This is an optimization exercise on Yosys and OpenROAD, whose aim is small area, a short achievable clock period and few clock cycles per item, not a production implementation.

Setup of v6:
==> module qrow_decoder, before the edit <==
module qrow_decoder (
    input  wire         clk,
    input  wire         rst_n,
    input  wire         in_valid,
    output wire         in_ready,
    input  wire [127:0] in_bits,
    input  wire [7:0]   in_avail,
    output reg          out_valid,
    input  wire         out_ready,
    output wire         out_err,
    output wire [6:0]   out_len,
    output wire         out_is_last,
    output wire         out_is_neighbor,
    output wire [7:0]   out_qrow,
    output wire [15:0]  out_hitmap,
    output wire [63:0]  out_tot
);
    genvar g;
    wire        is_nb = in_bits[126];
    wire [29:0] v;
    generate
        for (g = 0; g < 30; g = g + 1) begin : g_v
            assign v[g] = is_nb ? in_bits[125 - g] : in_bits[117 - g];
        end
    endgenerate
    wire [7:0]  px0, px1;
    wire [3:0]  q0, q1;
    qrow_decoder_quadrow u_r0 (.b(v[15:2]), .px(px0), .l(q0));
    wire [3:0]  l0 = v[0] ? q0 : 4'd0;
    wire [13:0] b1 = v[29:2] >> l0;
    qrow_decoder_quadrow u_r1 (.b(b1), .px(px1), .l(q1));
    wire [3:0]  l1 = v[1] ? q1 : 4'd0;
    wire [15:0] hm = {v[1] ? px1 : 8'd0, v[0] ? px0 : 8'd0};
    reg [103:0] rb;          
    reg [7:0]   ra;          
    reg [15:0]  h;           
    reg [3:0]   rl0, rl1;    
    assign in_ready = !out_valid || out_ready;
    wire load = in_valid && (!out_valid || out_ready);
    always @(posedge clk) begin
        if (!rst_n)
            out_valid <= 1'b0;
        else
            out_valid <= in_valid || (out_valid && !out_ready);
    end
    integer i;
    always @(posedge clk) begin
        if (load) begin
            for (i = 0; i < 104; i = i + 1)
                rb[i] <= in_bits[127 - i];
            ra  <= in_avail;
            h   <= hm;
            rl0 <= l0;
            rl1 <= l1;
        end
    end
    wire [5:0]  sh = {2'b00, !rb[1], 3'd0} + rl0 + rl1;
    wire [94:0] ta = {rb[98:72], sh[5] ? rb[103:36] : rb[71:4]};
    wire [78:0] tb = sh[4] ? ta[94:16] : ta[78:0];
    wire [70:0] tc = sh[3] ? tb[78:8]  : tb[70:0];
    wire [66:0] td = sh[2] ? tc[70:4]  : tc[66:0];
    wire [64:0] te = sh[1] ? td[66:2]  : td[64:0];
    wire [63:0] t  = sh[0] ? te[64:1]  : te[63:0];
    wire [2:0]  ca = (h[0] + h[1]) + (h[2] + h[3]);
    wire [2:0]  cb = (h[4] + h[5]) + (h[6] + h[7]);
    wire [2:0]  cc = (h[8] + h[9]) + (h[10] + h[11]);
    wire [2:0]  cd = (h[12] + h[13]) + (h[14] + h[15]);
    wire [3:0]  c0 = ca + cb;
    wire [4:0]  c  = c0 + (cc + cd);
    wire [6:0]  len = sh + {c, 2'b00} + 7'd4;
    wire        ok  = !(len > ra);
    wire [15:0] hit = ok ? h : 16'd0;
    assign out_err         = !ok;
    assign out_len         = ok ? len : 7'd0;
    assign out_is_last     = ok & rb[0];
    assign out_is_neighbor = ok & rb[1];
    assign out_qrow        = (ok & !rb[1]) ? {rb[2], rb[3], rb[4], rb[5], rb[6], rb[7], rb[8], rb[9]} : 8'd0;
    assign out_hitmap      = hit;
    wire [31:0] rr [0:1];
    assign rr[0] = t[31:0];
    assign rr[1] = t[63:0] >> {c0, 2'b00};
    wire [63:0] n;                   
    generate
        for (g = 0; g < 2; g = g + 1) begin : g_row
            wire [7:0]  m   = h[8*g +: 8];
            wire [2:0]  cq  = (m[0] + m[1]) + (m[2] + m[3]);
            wire [15:0] q0  = rr[g][15:0];
            wire [15:0] q1  = rr[g][31:0] >> {cq, 2'b00};
            wire [31:0] qq  = {q1, q0};
            genvar hq;
            for (hq = 0; hq < 2; hq = hq + 1) begin : g_quad
                wire [3:0]  mq = m[4*hq +: 4];
                wire [15:0] s  = qq[16*hq +: 16];
                wire [7:0]  p0 = s[7:0];
                wire [7:0]  p1 = (mq[0] & mq[1]) ? s[15:8] : (mq[0] | mq[1]) ? s[11:4] : s[7:0];
                wire [15:0] pp = {p1, p0};
                genvar e;
                for (e = 0; e < 2; e = e + 1) begin : g_pair
                    wire [7:0] u = pp[8*e +: 8];
                    wire       a = mq[2*e];
                    assign n[32*g + 16*hq + 8*e +: 4]     = u[3:0];
                    assign n[32*g + 16*hq + 8*e + 4 +: 4] = a ? u[7:4] : u[3:0];
                end
            end
        end
        for (g = 0; g < 16; g = g + 1) begin : g_tot
            assign out_tot[4*g + 3] = hit[g] & n[4*g + 0];
            assign out_tot[4*g + 2] = hit[g] & n[4*g + 1];
            assign out_tot[4*g + 1] = hit[g] & n[4*g + 2];
            assign out_tot[4*g + 0] = hit[g] & n[4*g + 3];
        end
    endgenerate
endmodule
clock: 32.0 ns
lec_check: 0
cap_margin: 20
core_margin: 2
core_utilization: 30
place_density: 0.35
setup_slack_margin: 0.3
slew_margin: 20
standard.sh (not shown) runs the stock make flow with config.mk's settings and CLKGATE_MAP_FILE= SYNTH_SCRIPT=/design/flow/synth_recipe.tcl, a recipe that flattens the netlist after the stock synthesis.
==> flow/flow/run.sh <==
#!/bin/bash
# The standard layout, with plain port buffers and setup repair aimed
# well inside the clock period (the clock and constraints are unchanged).
set -euo pipefail
bash standard.sh "SETUP_SLACK_MARGIN=18" "BUFFER_PORTS_ARGS=-buffer_cell sky130_fd_sc_hd__buf_2" finish > make_flow.log 2>&1
Relative to v6, the following input files were edited for v31:
--- a/flow/design.v
+++ b/flow/design.v
@@ -31,10 +31,14 @@
     qrow_decoder_quadrow u_r1 (.b(b1), .px(px1), .l(q1));
     wire [3:0]  l1 = v[1] ? q1 : 4'd0;
     wire [15:0] hm = {v[1] ? px1 : 8'd0, v[0] ? px0 : 8'd0};
+    wire [4:0]  a   = {1'b0, !is_nb, 3'd0} + l0;
+    wire [3:0]  hc0 = ((hm[0] + hm[1]) + (hm[2] + hm[3])) + ((hm[4] + hm[5]) + (hm[6] + hm[7]));
+    wire [8:0]  rm  = {1'b0, in_avail} - 9'd4 - a - {hc0, 2'b00};
     reg [103:0] rb;          
-    reg [7:0]   ra;          
+    reg [8:0]   rroom;       
     reg [15:0]  h;           
-    reg [3:0]   rl0, rl1;    
+    reg [4:0]   ra;          
+    reg [3:0]   rl1;         
     assign in_ready = !out_valid || out_ready;
     wire load = in_valid && (!out_valid || out_ready);
     always @(posedge clk) begin
@@ -48,27 +52,25 @@
         if (load) begin
             for (i = 0; i < 104; i = i + 1)
                 rb[i] <= in_bits[127 - i];
-            ra  <= in_avail;
-            h   <= hm;
-            rl0 <= l0;
-            rl1 <= l1;
+            rroom <= rm;
+            h     <= hm;
+            ra    <= a;
+            rl1   <= l1;
         end
     end
-    wire [5:0]  sh = {2'b00, !rb[1], 3'd0} + rl0 + rl1;
+    wire [5:0]  sh = ra + rl1;
     wire [94:0] ta = {rb[98:72], sh[5] ? rb[103:36] : rb[71:4]};
     wire [78:0] tb = sh[4] ? ta[94:16] : ta[78:0];
     wire [70:0] tc = sh[3] ? tb[78:8]  : tb[70:0];
     wire [66:0] td = sh[2] ? tc[70:4]  : tc[66:0];
     wire [64:0] te = sh[1] ? td[66:2]  : td[64:0];
     wire [63:0] t  = sh[0] ? te[64:1]  : te[63:0];
-    wire [2:0]  ca = (h[0] + h[1]) + (h[2] + h[3]);
-    wire [2:0]  cb = (h[4] + h[5]) + (h[6] + h[7]);
-    wire [2:0]  cc = (h[8] + h[9]) + (h[10] + h[11]);
-    wire [2:0]  cd = (h[12] + h[13]) + (h[14] + h[15]);
-    wire [3:0]  c0 = ca + cb;
-    wire [4:0]  c  = c0 + (cc + cd);
-    wire [6:0]  len = sh + {c, 2'b00} + 7'd4;
-    wire        ok  = !(len > ra);
+    wire [3:0]  c0 = ((h[0] + h[1]) + (h[2] + h[3])) + ((h[4] + h[5]) + (h[6] + h[7]));
+    wire [3:0]  c1 = ((h[8] + h[9]) + (h[10] + h[11])) + ((h[12] + h[13]) + (h[14] + h[15]));
+    wire [5:0]  need = {c1, 2'b00} + rl1;
+    wire        ok   = !rroom[8] && ({2'b00, need} <= rroom[7:0]);
+    wire [4:0]  c    = {1'b0, c0} + c1;
+    wire [6:0]  len  = sh + {c, 2'b00} + 7'd4;
     wire [15:0] hit = ok ? h : 16'd0;
     assign out_err         = !ok;
     assign out_len         = ok ? len : 7'd0;
Results
- v31: all stages complete, timing, DRC and antenna checks passed
- The lower chip height came out of v6.
- Diff v6 -> v31: layout overhead on the synthesized area shrank by 4.2 points; via count grew by 2822; maximum frequency held steady; share of synthesized cell area in full adder, half adder and majority cells grew by 1.1 points.
No functional check of the RTL was part of any run of this note.

========
The RTL this note starts from:
==> flow/design.v <==
module qrow_decoder (
    input  wire         clk,
    input  wire         rst_n,
    input  wire         in_valid,
    output wire         in_ready,
    input  wire [127:0] in_bits,
    input  wire [7:0]   in_avail,
    output reg          out_valid,
    input  wire         out_ready,
    output wire         out_err,
    output wire [6:0]   out_len,
    output wire         out_is_last,
    output wire         out_is_neighbor,
    output wire [7:0]   out_qrow,
    output wire [15:0]  out_hitmap,
    output wire [63:0]  out_tot
);
    genvar g;
    wire        is_nb = in_bits[126];
    wire [29:0] v;
    generate
        for (g = 0; g < 30; g = g + 1) begin : g_v
            assign v[g] = is_nb ? in_bits[125 - g] : in_bits[117 - g];
        end
    endgenerate
    wire [7:0]  px0, px1;
    wire [3:0]  q0, q1;
    qrow_decoder_quadrow u_r0 (.b(v[15:2]), .px(px0), .l(q0));
    wire [3:0]  l0 = v[0] ? q0 : 4'd0;
    wire [13:0] b1 = v[29:2] >> l0;
    qrow_decoder_quadrow u_r1 (.b(b1), .px(px1), .l(q1));
    wire [3:0]  l1 = v[1] ? q1 : 4'd0;
    wire [15:0] hm = {v[1] ? px1 : 8'd0, v[0] ? px0 : 8'd0};
    wire [4:0]  a   = {1'b0, !is_nb, 3'd0} + l0;
    wire [3:0]  hc0 = ((hm[0] + hm[1]) + (hm[2] + hm[3])) + ((hm[4] + hm[5]) + (hm[6] + hm[7]));
    wire [8:0]  rm  = {1'b0, in_avail} - 9'd4 - a - {hc0, 2'b00};
    reg [103:0] rb;          
    reg [8:0]   rroom;       
    reg [15:0]  h;           
    reg [4:0]   ra;          
    reg [3:0]   rl1;         
    assign in_ready = !out_valid || out_ready;
    wire load = in_valid && (!out_valid || out_ready);
    always @(posedge clk) begin
        if (!rst_n)
            out_valid <= 1'b0;
        else
            out_valid <= in_valid || (out_valid && !out_ready);
    end
    integer i;
    always @(posedge clk) begin
        if (load) begin
            for (i = 0; i < 104; i = i + 1)
                rb[i] <= in_bits[127 - i];
            rroom <= rm;
            h     <= hm;
            ra    <= a;
            rl1   <= l1;
        end
    end
    wire [5:0]  sh = ra + rl1;
    wire [94:0] ta = {rb[98:72], sh[5] ? rb[103:36] : rb[71:4]};
    wire [78:0] tb = sh[4] ? ta[94:16] : ta[78:0];
    wire [70:0] tc = sh[3] ? tb[78:8]  : tb[70:0];
    wire [66:0] td = sh[2] ? tc[70:4]  : tc[66:0];
    wire [64:0] te = sh[1] ? td[66:2]  : td[64:0];
    wire [63:0] t  = sh[0] ? te[64:1]  : te[63:0];
    wire [3:0]  c0 = ((h[0] + h[1]) + (h[2] + h[3])) + ((h[4] + h[5]) + (h[6] + h[7]));
    wire [3:0]  c1 = ((h[8] + h[9]) + (h[10] + h[11])) + ((h[12] + h[13]) + (h[14] + h[15]));
    wire [5:0]  need = {c1, 2'b00} + rl1;
    wire        ok   = !rroom[8] && ({2'b00, need} <= rroom[7:0]);
    wire [4:0]  c    = {1'b0, c0} + c1;
    wire [6:0]  len  = sh + {c, 2'b00} + 7'd4;
    wire [15:0] hit = ok ? h : 16'd0;
    assign out_err         = !ok;
    assign out_len         = ok ? len : 7'd0;
    assign out_is_last     = ok & rb[0];
    assign out_is_neighbor = ok & rb[1];
    assign out_qrow        = (ok & !rb[1]) ? {rb[2], rb[3], rb[4], rb[5], rb[6], rb[7], rb[8], rb[9]} : 8'd0;
    assign out_hitmap      = hit;
    wire [31:0] rr [0:1];
    assign rr[0] = t[31:0];
    assign rr[1] = t[63:0] >> {c0, 2'b00};
    wire [63:0] n;                   
    generate
        for (g = 0; g < 2; g = g + 1) begin : g_row
            wire [7:0]  m   = h[8*g +: 8];
            wire [2:0]  cq  = (m[0] + m[1]) + (m[2] + m[3]);
            wire [15:0] q0  = rr[g][15:0];
            wire [15:0] q1  = rr[g][31:0] >> {cq, 2'b00};
            wire [31:0] qq  = {q1, q0};
            genvar hq;
            for (hq = 0; hq < 2; hq = hq + 1) begin : g_quad
                wire [3:0]  mq = m[4*hq +: 4];
                wire [15:0] s  = qq[16*hq +: 16];
                wire [7:0]  p0 = s[7:0];
                wire [7:0]  p1 = (mq[0] & mq[1]) ? s[15:8] : (mq[0] | mq[1]) ? s[11:4] : s[7:0];
                wire [15:0] pp = {p1, p0};
                genvar e;
                for (e = 0; e < 2; e = e + 1) begin : g_pair
                    wire [7:0] u = pp[8*e +: 8];
                    wire       a = mq[2*e];
                    assign n[32*g + 16*hq + 8*e +: 4]     = u[3:0];
                    assign n[32*g + 16*hq + 8*e + 4 +: 4] = a ? u[7:4] : u[3:0];
                end
            end
        end
        for (g = 0; g < 16; g = g + 1) begin : g_tot
            assign out_tot[4*g + 3] = hit[g] & n[4*g + 0];
            assign out_tot[4*g + 2] = hit[g] & n[4*g + 1];
            assign out_tot[4*g + 1] = hit[g] & n[4*g + 2];
            assign out_tot[4*g + 0] = hit[g] & n[4*g + 3];
        end
    endgenerate
endmodule
module qrow_decoder_quadrow (
    input  wire [13:0] b,
    output wire [7:0]  px,
    output wire [3:0]  l
);
    wire [15:0] bb = {2'b00, b};
    reg  [15:0] p [1:7];     
    reg  [1:0]  m [1:6];     
    integer j, k;
    always @* begin
        for (k = 1; k <= 7; k = k + 1) p[k] = 16'd0;
        p[1][2] = 1'b1;
        for (k = 1; k < 7; k = k + 1)
            for (j = 3; j < 16; j = j + 1)
                p[k+1][j] = (p[k][j-1] & ~bb[j-1]) | (p[k][j-2] & bb[j-2]);
        for (k = 1; k <= 6; k = k + 1) begin
            m[k][1] = |(p[k] & bb);
            m[k][0] = ~m[k][1] | |(p[k][14:0] & bb[15:1]);
        end
    end
    wire       qa = b[0], qb = b[1];
    wire [1:0] pa = qa ? m[1] : 2'b00;
    wire [1:0] pb = qb ? (qa ? m[2] : m[1]) : 2'b00;
    wire [3:0] pr = {pb[0], pb[1], pa[0], pa[1]};     
    reg  [7:0]  sel;
    reg  [7:0]  x;
    reg  [15:0] pe;
    integer t, i;
    always @* begin
        sel = 8'd0;
        sel[1] = ~qa & ~qb; sel[2] = qa ^ qb; sel[3] = qa & qb;
        x = 8'd0;
        for (t = 0; t < 4; t = t + 1) begin
            for (i = 1; i <= 6; i = i + 1) begin
                x[2*t]     = x[2*t]     | (pr[t] & sel[i] & m[i][1]);
                x[2*t + 1] = x[2*t + 1] | (pr[t] & sel[i] & m[i][0]);
            end
            if (pr[t]) sel = {sel[6:0], 1'b0};
        end
        pe = 16'd0;
        for (i = 1; i <= 7; i = i + 1)
            if (sel[i]) pe = pe | p[i];
    end
    assign px = x;
    assign l = {|pe[15:8],
                |{pe[15:12], pe[7:4]},
                |{pe[15:14], pe[11:10], pe[7:6], pe[3:2]},
                |{pe[15], pe[13], pe[11], pe[9], pe[7], pe[5], pe[3], pe[1]}};
endmodule
Settings: LEC_CHECK=0, ABC_AREA=1, CAP_MARGIN=20, CORE_MARGIN=2, CORE_UTILIZATION=30, PLACE_DENSITY=0.35, SETUP_SLACK_MARGIN=0.3, SLEW_MARGIN=20; clock period 32.0 ns.
Scripts as last shown in full above: flow/flow/run.sh
Next try:
--- a/flow/design.v
+++ b/flow/design.v
@@ -31,14 +31,10 @@
     qrow_decoder_quadrow u_r1 (.b(b1), .px(px1), .l(q1));
     wire [3:0]  l1 = v[1] ? q1 : 4'd0;
     wire [15:0] hm = {v[1] ? px1 : 8'd0, v[0] ? px0 : 8'd0};
-    wire [4:0]  a   = {1'b0, !is_nb, 3'd0} + l0;
-    wire [3:0]  hc0 = ((hm[0] + hm[1]) + (hm[2] + hm[3])) + ((hm[4] + hm[5]) + (hm[6] + hm[7]));
-    wire [8:0]  rm  = {1'b0, in_avail} - 9'd4 - a - {hc0, 2'b00};
     reg [103:0] rb;          
-    reg [8:0]   rroom;       
+    reg [7:0]   ra;          
     reg [15:0]  h;           
-    reg [4:0]   ra;          
-    reg [3:0]   rl1;         
+    reg [3:0]   rl0, rl1;    
     assign in_ready = !out_valid || out_ready;
     wire load = in_valid && (!out_valid || out_ready);
     always @(posedge clk) begin
@@ -52,25 +48,27 @@
         if (load) begin
             for (i = 0; i < 104; i = i + 1)
                 rb[i] <= in_bits[127 - i];
-            rroom <= rm;
-            h     <= hm;
-            ra    <= a;
-            rl1   <= l1;
+            ra  <= in_avail;
+            h   <= hm;
+            rl0 <= l0;
+            rl1 <= l1;
         end
     end
-    wire [5:0]  sh = ra + rl1;
+    wire [5:0]  sh = {2'b00, !rb[1], 3'd0} + rl0 + rl1;
     wire [94:0] ta = {rb[98:72], sh[5] ? rb[103:36] : rb[71:4]};
     wire [78:0] tb = sh[4] ? ta[94:16] : ta[78:0];
     wire [70:0] tc = sh[3] ? tb[78:8]  : tb[70:0];
     wire [66:0] td = sh[2] ? tc[70:4]  : tc[66:0];
     wire [64:0] te = sh[1] ? td[66:2]  : td[64:0];
     wire [63:0] t  = sh[0] ? te[64:1]  : te[63:0];
-    wire [3:0]  c0 = ((h[0] + h[1]) + (h[2] + h[3])) + ((h[4] + h[5]) + (h[6] + h[7]));
-    wire [3:0]  c1 = ((h[8] + h[9]) + (h[10] + h[11])) + ((h[12] + h[13]) + (h[14] + h[15]));
-    wire [5:0]  need = {c1, 2'b00} + rl1;
-    wire        ok   = !rroom[8] && ({2'b00, need} <= rroom[7:0]);
-    wire [4:0]  c    = {1'b0, c0} + c1;
-    wire [6:0]  len  = sh + {c, 2'b00} + 7'd4;
+    wire [2:0]  ca = (h[0] + h[1]) + (h[2] + h[3]);
+    wire [2:0]  cb = (h[4] + h[5]) + (h[6] + h[7]);
+    wire [2:0]  cc = (h[8] + h[9]) + (h[10] + h[11]);
+    wire [2:0]  cd = (h[12] + h[13]) + (h[14] + h[15]);
+    wire [3:0]  c0 = ca + cb;
+    wire [4:0]  c  = c0 + (cc + cd);
+    wire [6:0]  len = sh + {c, 2'b00} + 7'd4;
+    wire        ok  = !(len > ra);
     wire [15:0] hit = ok ? h : 16'd0;
     assign out_err         = !ok;
     assign out_len         = ok ? len : 7'd0;
Result:
- worst setup slack is worse by 0.30 ns
- count of clock-buffer cells in the layout drops by 1
- worst hold slack improved by 0.0032 ns
- register-to-register slack stays flat
- synthesized cell count drops by 3.2%
- global-route usage went up by 0.78 points
No run of this note included a check of the RTL's function; only the layout flow was run.

==> re-timing with driven ports <==
How much do the figures lean on ideal ports? The routed layouts below were timed once more, with nothing changed but the port constraints. Step 1 sets driving cells, clkbuf_16 on the clock port and buf_2 on the other inputs (assumed; they add their load-dependent delay and slew). Step 2 adds t to the input delays and takes it off the output delays; t is the mean of the earliest and latest rising clock arrival at the registers after step 1. Input paths then give back, and output paths get back, about the clock's delay inside the block. a / b / c = no drivers / after step 1 / after step 2; a / b = the first two.
run	t, ns	slack for setup (ns)	worst setup path after step 2	latest minus earliest clock arrival (ns)	slew at the worst register clock pin (ns)
v6	0.523	18.187 / 18.125 / 17.832	input to register	0.029 / 0.028	0.08 / 0.08
v31	0.526	18.224 / 18.168 / 17.902	input to register	0.027 / 0.027	0.08 / 0.08
the first run of note 2	0.510	18.496 / 18.503 / 18.016	input to register	0.017 / 0.017	0.08 / 0.08
the second run of note 2	0.528	18.197 / 18.135 / 18.663	register to output	0.032 / 0.033	0.09 / 0.09
After both steps setup and hold are still met in every run listed. The setup slack of the first run of note 2, which loses most, moves by +0.007 ns with the drivers and by -0.480 ns with both steps.
